Context: an optimization exercise on an open-source flow, tuned for small area, a short achievable clock period and few clock cycles. The choices shown serve that exercise and are no tape-out recipe.
Power figures rest on the tool's default switching activity, not on a simulated workload.

==> inputs of maple <==
## kw26_core
module kw26_core (
    input  wire        clk,
    input  wire        rst,           
    input  wire        cmd_valid,
    output wire        cmd_ready,
    input  wire [99:0] cmd,
    output reg         out_valid,
    output reg  [7:0]  out_data,
    output reg         resp_valid,
    output reg  [3:0]  resp_status
);
Settings: LEC_CHECK=0, CAP_MARGIN=20, CORE_MARGIN=2, CORE_UTILIZATION=40, PLACE_DENSITY=0.6, SETUP_SLACK_MARGIN=4, SLEW_MARGIN=20; clock period 8.0 ns.
run.sh (not shown) runs the stock make flow with config.mk's settings and CLKGATE_MAP_FILE= SYNTH_SCRIPT=/design/flow/synth_recipe.tcl, a recipe that flattens the netlist after the stock synthesis.
==> indigo (differences from maple) <==
--- a/flow/design.v
+++ b/flow/design.v
@@ -156,14 +156,15 @@
         else if (seq_err)                                d_status = ST_SEQUENCE;
         else if (op == OP_KEY_LOAD && !key_ok)           d_status = ST_INVKEY;
         else if (op == OP_ENC && enc[6:5] == 2'b00)      d_status = ST_ENCODING;
         else                                             d_status = ST_OK;
     end
     wire d_ok = !illegal && !seq_err;
     wire peek_zero = (arg[31:0] == 32'd0);
+    wire peek_one  = (arg[31:0] == 32'd1);
     reg [30:0] ra;
     reg [28:0] rb;
     reg [22:0] rc;
     reg [30:0] cva;
     reg [28:0] cvb;
     reg [22:0] cvc;
     reg [30:0] pa;          
@@ -190,18 +191,16 @@
                       combine(ra[27], rb[25], rc[19]),
                       combine(ra[26], rb[24], rc[18])};
     wire [4:0] dsym = e_sym ^ ks5;
     wire enc_one = shift ? e_inf : e_inl;     
     wire adv_done = ({car_a[1:0], dg_a[1]} == 3'd0) && car_b <= 3'd1 && car_c <= 3'd1;
     wire fix_done = car_a <= 3'd1 && car_b <= 3'd1 && car_c <= 3'd1;
     wire peek_last = (nreg[31:0] == 32'd1);
-    assign cmd_ready = !(m_enc && !enc_one) &&
-                       !(m_peek && !peek_last) &&
-                       !(m_adv && !(acnt == 4'd15 && adv_done)) &&
-                       !(m_fix && !fix_done);
+    reg rdy;
+    assign cmd_ready = rdy;
     wire take = cmd_valid && cmd_ready;
     function [2:0] cnt4(input [3:0] v);
         cnt4 = v[0] + v[1] + v[2] + v[3];
     endfunction
     function [2:0] cnt5(input [4:0] v);
         cnt5 = v[0] + v[1] + v[2] + v[3] + v[4];
     endfunction
@@ -223,14 +222,50 @@
     wire [4:0] sum_c = pair_c(nahead, acnt == 4'd10) + car_c;
     wire [30:0] a1 = dec_a(dg_a[0] ? step_a(ra) : ra);
     wire [30:0] a2 = dec_a(dg_a[1] ? step_a(a1) : a1);
     wire [28:0] b1 = dec_b(dg_b[0] ? step_b(rb) : rb);
     wire [28:0] b2 = dec_b(dg_b[1] ? step_b(b1) : b1);
     wire [22:0] c1 = dec_c(dg_c[0] ? step_c(rc) : rc);
     wire [22:0] c2 = dec_c(dg_c[1] ? step_c(c1) : c1);
+    reg shift_nx;
+    always @(*) begin
+        shift_nx = shift;
+        if (!keyed)
+            shift_nx = 1'b0;
+        else if (m_resp && m_msg)
+            shift_nx = 1'b0;
+        else if (m_enc && !enc_one)
+            shift_nx = !shift;
+        else if (m_dec && dsym == CODE_LTRS)
+            shift_nx = 1'b0;
+        else if (m_dec && dsym == CODE_FIGS)
+            shift_nx = 1'b1;
+    end
+    reg rdy_nx;
+    always @(*) begin
+        if (rdy) begin
+            rdy_nx = !(cmd_valid && d_status == ST_OK &&
+                       (op == OP_KS_ADVANCE ||
+                        (op == OP_KS_PEEK && !peek_zero && !peek_one) ||
+                        (op == OP_ENC && !(shift_nx ? enc[5] : enc[6]))));
+        end else if (m_peek) begin
+            rdy_nx = (nreg[31:0] == 32'd2);
+        end else if (m_adv) begin
+            if (acnt == 4'd14)
+                rdy_nx = (sum_a[3:1] == 3'd0) && ({car_b[1:0], dg_b[1]} <= 3'd1) && (car_c <= 3'd2);
+            else if (acnt == 4'd15)
+                rdy_nx = ({car_a[1:0], dg_a[1]} <= 3'd1) && (car_b <= 3'd2) && (car_c <= 3'd2);
+            else
+                rdy_nx = 1'b0;
+        end else if (m_fix) begin
+            rdy_nx = (car_a <= 3'd2) && (car_b <= 3'd2) && (car_c <= 3'd2);
+        end else begin
+            rdy_nx = 1'b1;
+        end
+    end
     always @(posedge clk) begin
         if (m_peek && !peek_last) begin
             pa <= step_a(pa);
             pb <= step_b(pb);
             pc <= step_c(pc);
         end else begin
             pa <= cva;
@@ -248,14 +283,15 @@
             rb  <= seed_b[28:0];
             rc  <= seed_c[22:0];
             cva <= seed_a[30:0];
             cvb <= seed_b[28:0];
             cvc <= seed_c[22:0];
         end
         if (rst) begin
+            rdy        <= 1'b1;
             keyed      <= 1'b0;
             shift      <= 1'b0;
             out_valid  <= 1'b0;
             resp_valid <= 1'b0;
             m_resp     <= 1'b0;
             m_step     <= 1'b0;
             m_enc      <= 1'b0;
@@ -264,19 +300,19 @@
             m_peek     <= 1'b0;
             m_adv      <= 1'b0;
             m_fix      <= 1'b0;
         end else begin
             out_valid   <= 1'b0;
             resp_valid  <= 1'b0;
             resp_status <= ST_OK;
+            rdy         <= rdy_nx;
+            shift       <= shift_nx;
             if (m_resp) begin
                 resp_valid  <= 1'b1;
                 resp_status <= e_status;
-                if (m_msg)
-                    shift <= 1'b0;
                 m_resp <= 1'b0;
             end
             if (m_step) begin
                 ra         <= step_a(ra);
                 rb         <= step_b(rb);
                 rc         <= step_c(rc);
                 out_valid  <= 1'b1;
@@ -293,34 +329,29 @@
             if (m_enc) begin
                 m_enc <= 1'b0;
                 if (enc_one) begin
                     out_data   <= {3'd0, e_sym ^ ks5};
                     resp_valid <= 1'b1;
                 end else begin
                     out_data <= {3'd0, (shift ? CODE_LTRS : CODE_FIGS) ^ ks5};
-                    shift    <= !shift;
                     m_grp2   <= 1'b1;
                 end
             end
             if (m_grp2) begin
                 out_data   <= {3'd0, e_sym ^ ks5};
                 resp_valid <= 1'b1;
                 m_grp2     <= 1'b0;
             end
             if (m_dec) begin
                 ra         <= step5_a(ra);
                 rb         <= step5_b(rb);
                 rc         <= step5_c(rc);
                 resp_valid <= 1'b1;
                 m_dec      <= 1'b0;
-                if (dsym == CODE_LTRS) begin
-                    shift <= 1'b0;
-                end else if (dsym == CODE_FIGS) begin
-                    shift <= 1'b1;
-                end else begin
+                if (dsym != CODE_LTRS && dsym != CODE_FIGS) begin
                     out_valid <= 1'b1;
                     out_data  <= shift ? tab_figs(dsym) : tab_ltrs(dsym);
                 end
             end
             if (m_peek) begin
                 out_valid <= 1'b1;
                 out_data  <= {7'd0, z_peek};
@@ -406,15 +437,13 @@
                 else begin
                     m_step <= (op == OP_KS_STEP);
                     m_enc  <= (op == OP_ENC);
                     m_dec  <= (op == OP_DEC);
                     m_peek <= (op == OP_KS_PEEK);
                     m_adv  <= (op == OP_KS_ADVANCE);
                 end
-                if (op == OP_KEY_LOAD && d_status == ST_OK) begin
+                if (op == OP_KEY_LOAD && d_status == ST_OK)
                     keyed <= 1'b1;
-                    shift <= 1'b0;
-                end
             end
         end
     end
 endmodule
--- a/flow/config.mk
+++ b/flow/config.mk
@@ -5,9 +5,9 @@
 export SDC_FILE = /design/flow/constraint.sdc
 export NUM_CORES = 4
 export LEC_CHECK = 0
 export CAP_MARGIN = 20
 export CORE_MARGIN = 2
 export CORE_UTILIZATION = 40
 export PLACE_DENSITY = 0.6
-export SETUP_SLACK_MARGIN = 4
+export SETUP_SLACK_MARGIN = 4.5
 export SLEW_MARGIN = 20
==> xenon (differences from maple) <==
--- a/flow/design.v
+++ b/flow/design.v
@@ -156,14 +156,15 @@
         else if (seq_err)                                d_status = ST_SEQUENCE;
         else if (op == OP_KEY_LOAD && !key_ok)           d_status = ST_INVKEY;
         else if (op == OP_ENC && enc[6:5] == 2'b00)      d_status = ST_ENCODING;
         else                                             d_status = ST_OK;
     end
     wire d_ok = !illegal && !seq_err;
     wire peek_zero = (arg[31:0] == 32'd0);
+    wire peek_one  = (arg[31:0] == 32'd1);
     reg [30:0] ra;
     reg [28:0] rb;
     reg [22:0] rc;
     reg [30:0] cva;
     reg [28:0] cvb;
     reg [22:0] cvc;
     reg [30:0] pa;          
@@ -190,18 +191,16 @@
                       combine(ra[27], rb[25], rc[19]),
                       combine(ra[26], rb[24], rc[18])};
     wire [4:0] dsym = e_sym ^ ks5;
     wire enc_one = shift ? e_inf : e_inl;     
     wire adv_done = ({car_a[1:0], dg_a[1]} == 3'd0) && car_b <= 3'd1 && car_c <= 3'd1;
     wire fix_done = car_a <= 3'd1 && car_b <= 3'd1 && car_c <= 3'd1;
     wire peek_last = (nreg[31:0] == 32'd1);
-    assign cmd_ready = !(m_enc && !enc_one) &&
-                       !(m_peek && !peek_last) &&
-                       !(m_adv && !(acnt == 4'd15 && adv_done)) &&
-                       !(m_fix && !fix_done);
+    reg rdy;
+    assign cmd_ready = rdy;
     wire take = cmd_valid && cmd_ready;
     function [2:0] cnt4(input [3:0] v);
         cnt4 = v[0] + v[1] + v[2] + v[3];
     endfunction
     function [2:0] cnt5(input [4:0] v);
         cnt5 = v[0] + v[1] + v[2] + v[3] + v[4];
     endfunction
@@ -223,14 +222,50 @@
     wire [4:0] sum_c = pair_c(nahead, acnt == 4'd10) + car_c;
     wire [30:0] a1 = dec_a(dg_a[0] ? step_a(ra) : ra);
     wire [30:0] a2 = dec_a(dg_a[1] ? step_a(a1) : a1);
     wire [28:0] b1 = dec_b(dg_b[0] ? step_b(rb) : rb);
     wire [28:0] b2 = dec_b(dg_b[1] ? step_b(b1) : b1);
     wire [22:0] c1 = dec_c(dg_c[0] ? step_c(rc) : rc);
     wire [22:0] c2 = dec_c(dg_c[1] ? step_c(c1) : c1);
+    reg shift_nx;
+    always @(*) begin
+        shift_nx = shift;
+        if (!keyed)
+            shift_nx = 1'b0;
+        else if (m_resp && m_msg)
+            shift_nx = 1'b0;
+        else if (m_enc && !enc_one)
+            shift_nx = !shift;
+        else if (m_dec && dsym == CODE_LTRS)
+            shift_nx = 1'b0;
+        else if (m_dec && dsym == CODE_FIGS)
+            shift_nx = 1'b1;
+    end
+    reg rdy_nx;
+    always @(*) begin
+        if (rdy) begin
+            rdy_nx = !(cmd_valid && d_status == ST_OK &&
+                       (op == OP_KS_ADVANCE ||
+                        (op == OP_KS_PEEK && !peek_zero && !peek_one) ||
+                        (op == OP_ENC && !(shift_nx ? enc[5] : enc[6]))));
+        end else if (m_peek) begin
+            rdy_nx = (nreg[31:0] == 32'd2);
+        end else if (m_adv) begin
+            if (acnt == 4'd14)
+                rdy_nx = (sum_a[3:1] == 3'd0) && ({car_b[1:0], dg_b[1]} <= 3'd1) && (car_c <= 3'd2);
+            else if (acnt == 4'd15)
+                rdy_nx = ({car_a[1:0], dg_a[1]} <= 3'd1) && (car_b <= 3'd2) && (car_c <= 3'd2);
+            else
+                rdy_nx = 1'b0;
+        end else if (m_fix) begin
+            rdy_nx = (car_a <= 3'd2) && (car_b <= 3'd2) && (car_c <= 3'd2);
+        end else begin
+            rdy_nx = 1'b1;
+        end
+    end
     always @(posedge clk) begin
         if (m_peek && !peek_last) begin
             pa <= step_a(pa);
             pb <= step_b(pb);
             pc <= step_c(pc);
         end else begin
             pa <= cva;
@@ -248,14 +283,15 @@
             rb  <= seed_b[28:0];
             rc  <= seed_c[22:0];
             cva <= seed_a[30:0];
             cvb <= seed_b[28:0];
             cvc <= seed_c[22:0];
         end
         if (rst) begin
+            rdy        <= 1'b1;
             keyed      <= 1'b0;
             shift      <= 1'b0;
             out_valid  <= 1'b0;
             resp_valid <= 1'b0;
             m_resp     <= 1'b0;
             m_step     <= 1'b0;
             m_enc      <= 1'b0;
@@ -264,19 +300,19 @@
             m_peek     <= 1'b0;
             m_adv      <= 1'b0;
             m_fix      <= 1'b0;
         end else begin
             out_valid   <= 1'b0;
             resp_valid  <= 1'b0;
             resp_status <= ST_OK;
+            rdy         <= rdy_nx;
+            shift       <= shift_nx;
             if (m_resp) begin
                 resp_valid  <= 1'b1;
                 resp_status <= e_status;
-                if (m_msg)
-                    shift <= 1'b0;
                 m_resp <= 1'b0;
             end
             if (m_step) begin
                 ra         <= step_a(ra);
                 rb         <= step_b(rb);
                 rc         <= step_c(rc);
                 out_valid  <= 1'b1;
@@ -293,34 +329,29 @@
             if (m_enc) begin
                 m_enc <= 1'b0;
                 if (enc_one) begin
                     out_data   <= {3'd0, e_sym ^ ks5};
                     resp_valid <= 1'b1;
                 end else begin
                     out_data <= {3'd0, (shift ? CODE_LTRS : CODE_FIGS) ^ ks5};
-                    shift    <= !shift;
                     m_grp2   <= 1'b1;
                 end
             end
             if (m_grp2) begin
                 out_data   <= {3'd0, e_sym ^ ks5};
                 resp_valid <= 1'b1;
                 m_grp2     <= 1'b0;
             end
             if (m_dec) begin
                 ra         <= step5_a(ra);
                 rb         <= step5_b(rb);
                 rc         <= step5_c(rc);
                 resp_valid <= 1'b1;
                 m_dec      <= 1'b0;
-                if (dsym == CODE_LTRS) begin
-                    shift <= 1'b0;
-                end else if (dsym == CODE_FIGS) begin
-                    shift <= 1'b1;
-                end else begin
+                if (dsym != CODE_LTRS && dsym != CODE_FIGS) begin
                     out_valid <= 1'b1;
                     out_data  <= shift ? tab_figs(dsym) : tab_ltrs(dsym);
                 end
             end
             if (m_peek) begin
                 out_valid <= 1'b1;
                 out_data  <= {7'd0, z_peek};
@@ -406,15 +437,13 @@
                 else begin
                     m_step <= (op == OP_KS_STEP);
                     m_enc  <= (op == OP_ENC);
                     m_dec  <= (op == OP_DEC);
                     m_peek <= (op == OP_KS_PEEK);
                     m_adv  <= (op == OP_KS_ADVANCE);
                 end
-                if (op == OP_KEY_LOAD && d_status == ST_OK) begin
+                if (op == OP_KEY_LOAD && d_status == ST_OK)
                     keyed <= 1'b1;
-                    shift <= 1'b0;
-                end
             end
         end
     end
 endmodule
--- a/flow/config.mk
+++ b/flow/config.mk
@@ -5,9 +5,9 @@
 export SDC_FILE = /design/flow/constraint.sdc
 export NUM_CORES = 4
 export LEC_CHECK = 0
 export CAP_MARGIN = 20
 export CORE_MARGIN = 2
 export CORE_UTILIZATION = 40
 export PLACE_DENSITY = 0.6
-export SETUP_SLACK_MARGIN = 4
+export SETUP_SLACK_MARGIN = 3.5
 export SLEW_MARGIN = 20
==> summary of the runs <==
- In sequential power, maple and indigo hardly differ.
- In indigo the first-iteration DRC count is lower than in xenon, by 0.80%.
- Of indigo and xenon, indigo has the higher wire length (gap about 3.4%, measured against xenon).
- Of xenon and maple, maple has the higher die area (gap about 1.1%, measured against maple).
- Total power, highest first: indigo, maple, xenon.
- Core utilization, highest first: indigo, maple, xenon.
- Sequential cell count: xenon is higher than maple (1).
- Of maple and xenon, maple has the higher fmax (gap 3.1%, measured against xenon).
- Hold slack, highest first: indigo, maple, xenon.
- Of maple and indigo, maple has the higher synthesized cell count (gap 1.6%, measured against indigo).
- Between maple and xenon, the lower clock skew is in maple (gap 0.015 ns).
==> figures <==
Outcome: maple complete, no violations; indigo complete, no violations; xenon complete, no violations
Maximum number of pins on one net before global-route repair: maple 155; indigo 84; xenon 93
Antenna violations before repair: maple 9; indigo 5; xenon 4
Proportion of synthesized area in mux cells: maple 14.4%; indigo 14.1%; xenon 14.1%
Simple-gate share of the synthesized area: maple 12.9%; indigo 13.0%; xenon 13.0%
Worst reg2reg path startpoint: maple nreg[11]; indigo nreg[72]; xenon dg_a[0]
Number of global-route vias before repair: maple 23150; indigo 23406; xenon 22931
Count of plain and timing-repair buffers in the layout: maple 208; indigo 233; xenon 167
Multi-input gate area: maple 0.0180 sq mm; indigo 0.0181 sq mm; xenon 0.0172 sq mm
Cell with the biggest individual delay on the critical path: maple or4_4; indigo fa_1; xenon nor4_1
Total CTS buffers: maple 47; indigo 47; xenon 46
Number of well-tap cells placed: maple 950; indigo 940; xenon 940
Endpoint required time on the critical path: maple 6.40 ns; indigo 8.31 ns; xenon 8.51 ns
Placement Setup Slack: maple 2.55 ns; indigo 2.26 ns; xenon 2.62 ns
Number of vias in the routed layout: maple 24734; indigo 24787; xenon 24396
Leak Pwr: maple 12.4 nW; indigo 12.3 nW; xenon 11.6 nW
Die area: maple 0.0738 sq mm; indigo 0.0730 sq mm; xenon 0.0730 sq mm
Final Instance Count excl. Fillers: maple 4202; indigo 4162; xenon 4090
Hold path startpoint: maple cvc[0]; indigo cva[0]; xenon cvc[0]
Data-path buffer share of cell area in the final layout: maple 5.86%; indigo 6.71%; xenon 4.88%
Count of cells along the worst register-to-register path: maple 9; indigo 14; xenon 10
RSZ-0062 raised after global routing: maple yes; indigo yes; xenon no
Final setup margin: maple 3.69 ns; indigo 4.28 ns; xenon 3.56 ns
No run of this note included a check of the RTL's function; only the layout flow was run.

-- re-timing with driven ports --
How much do the figures lean on ideal ports? The routed layouts below were timed once more, with nothing changed but the port constraints. Step 1, drivers: a clkbuf_16 drives clk and a buf_2 each remaining input, both assumed. Step 2, shift: input delay + t, output delay - t, t = (earliest + latest rising clock arrival at the registers) / 2. This alone moves slack from input paths to output paths. Slacks: no drivers / after step 1 / after step 2; pairs: no drivers / after step 1.
| run | t, ns | setup slack, ns | worst hold slack (ns) | worst setup path at the end |
|---|---|---|---|---|
| maple | 0.669 | 3.693 / 3.630 / 3.440 | 0.446 / 0.446 / 0.446 | input to register |
| indigo | 0.667 | 4.283 / 4.283 / 3.734 | 0.448 / 0.448 / 0.448 | input to register |
| xenon | 0.661 | 3.559 / 3.582 / 2.921 | 0.443 / 0.443 / 0.443 | input to register |
After both steps every run listed still meets setup and hold. For xenon, which loses most, drivers alone change the setup slack by +0.023 ns; drivers and shift together by -0.638 ns.
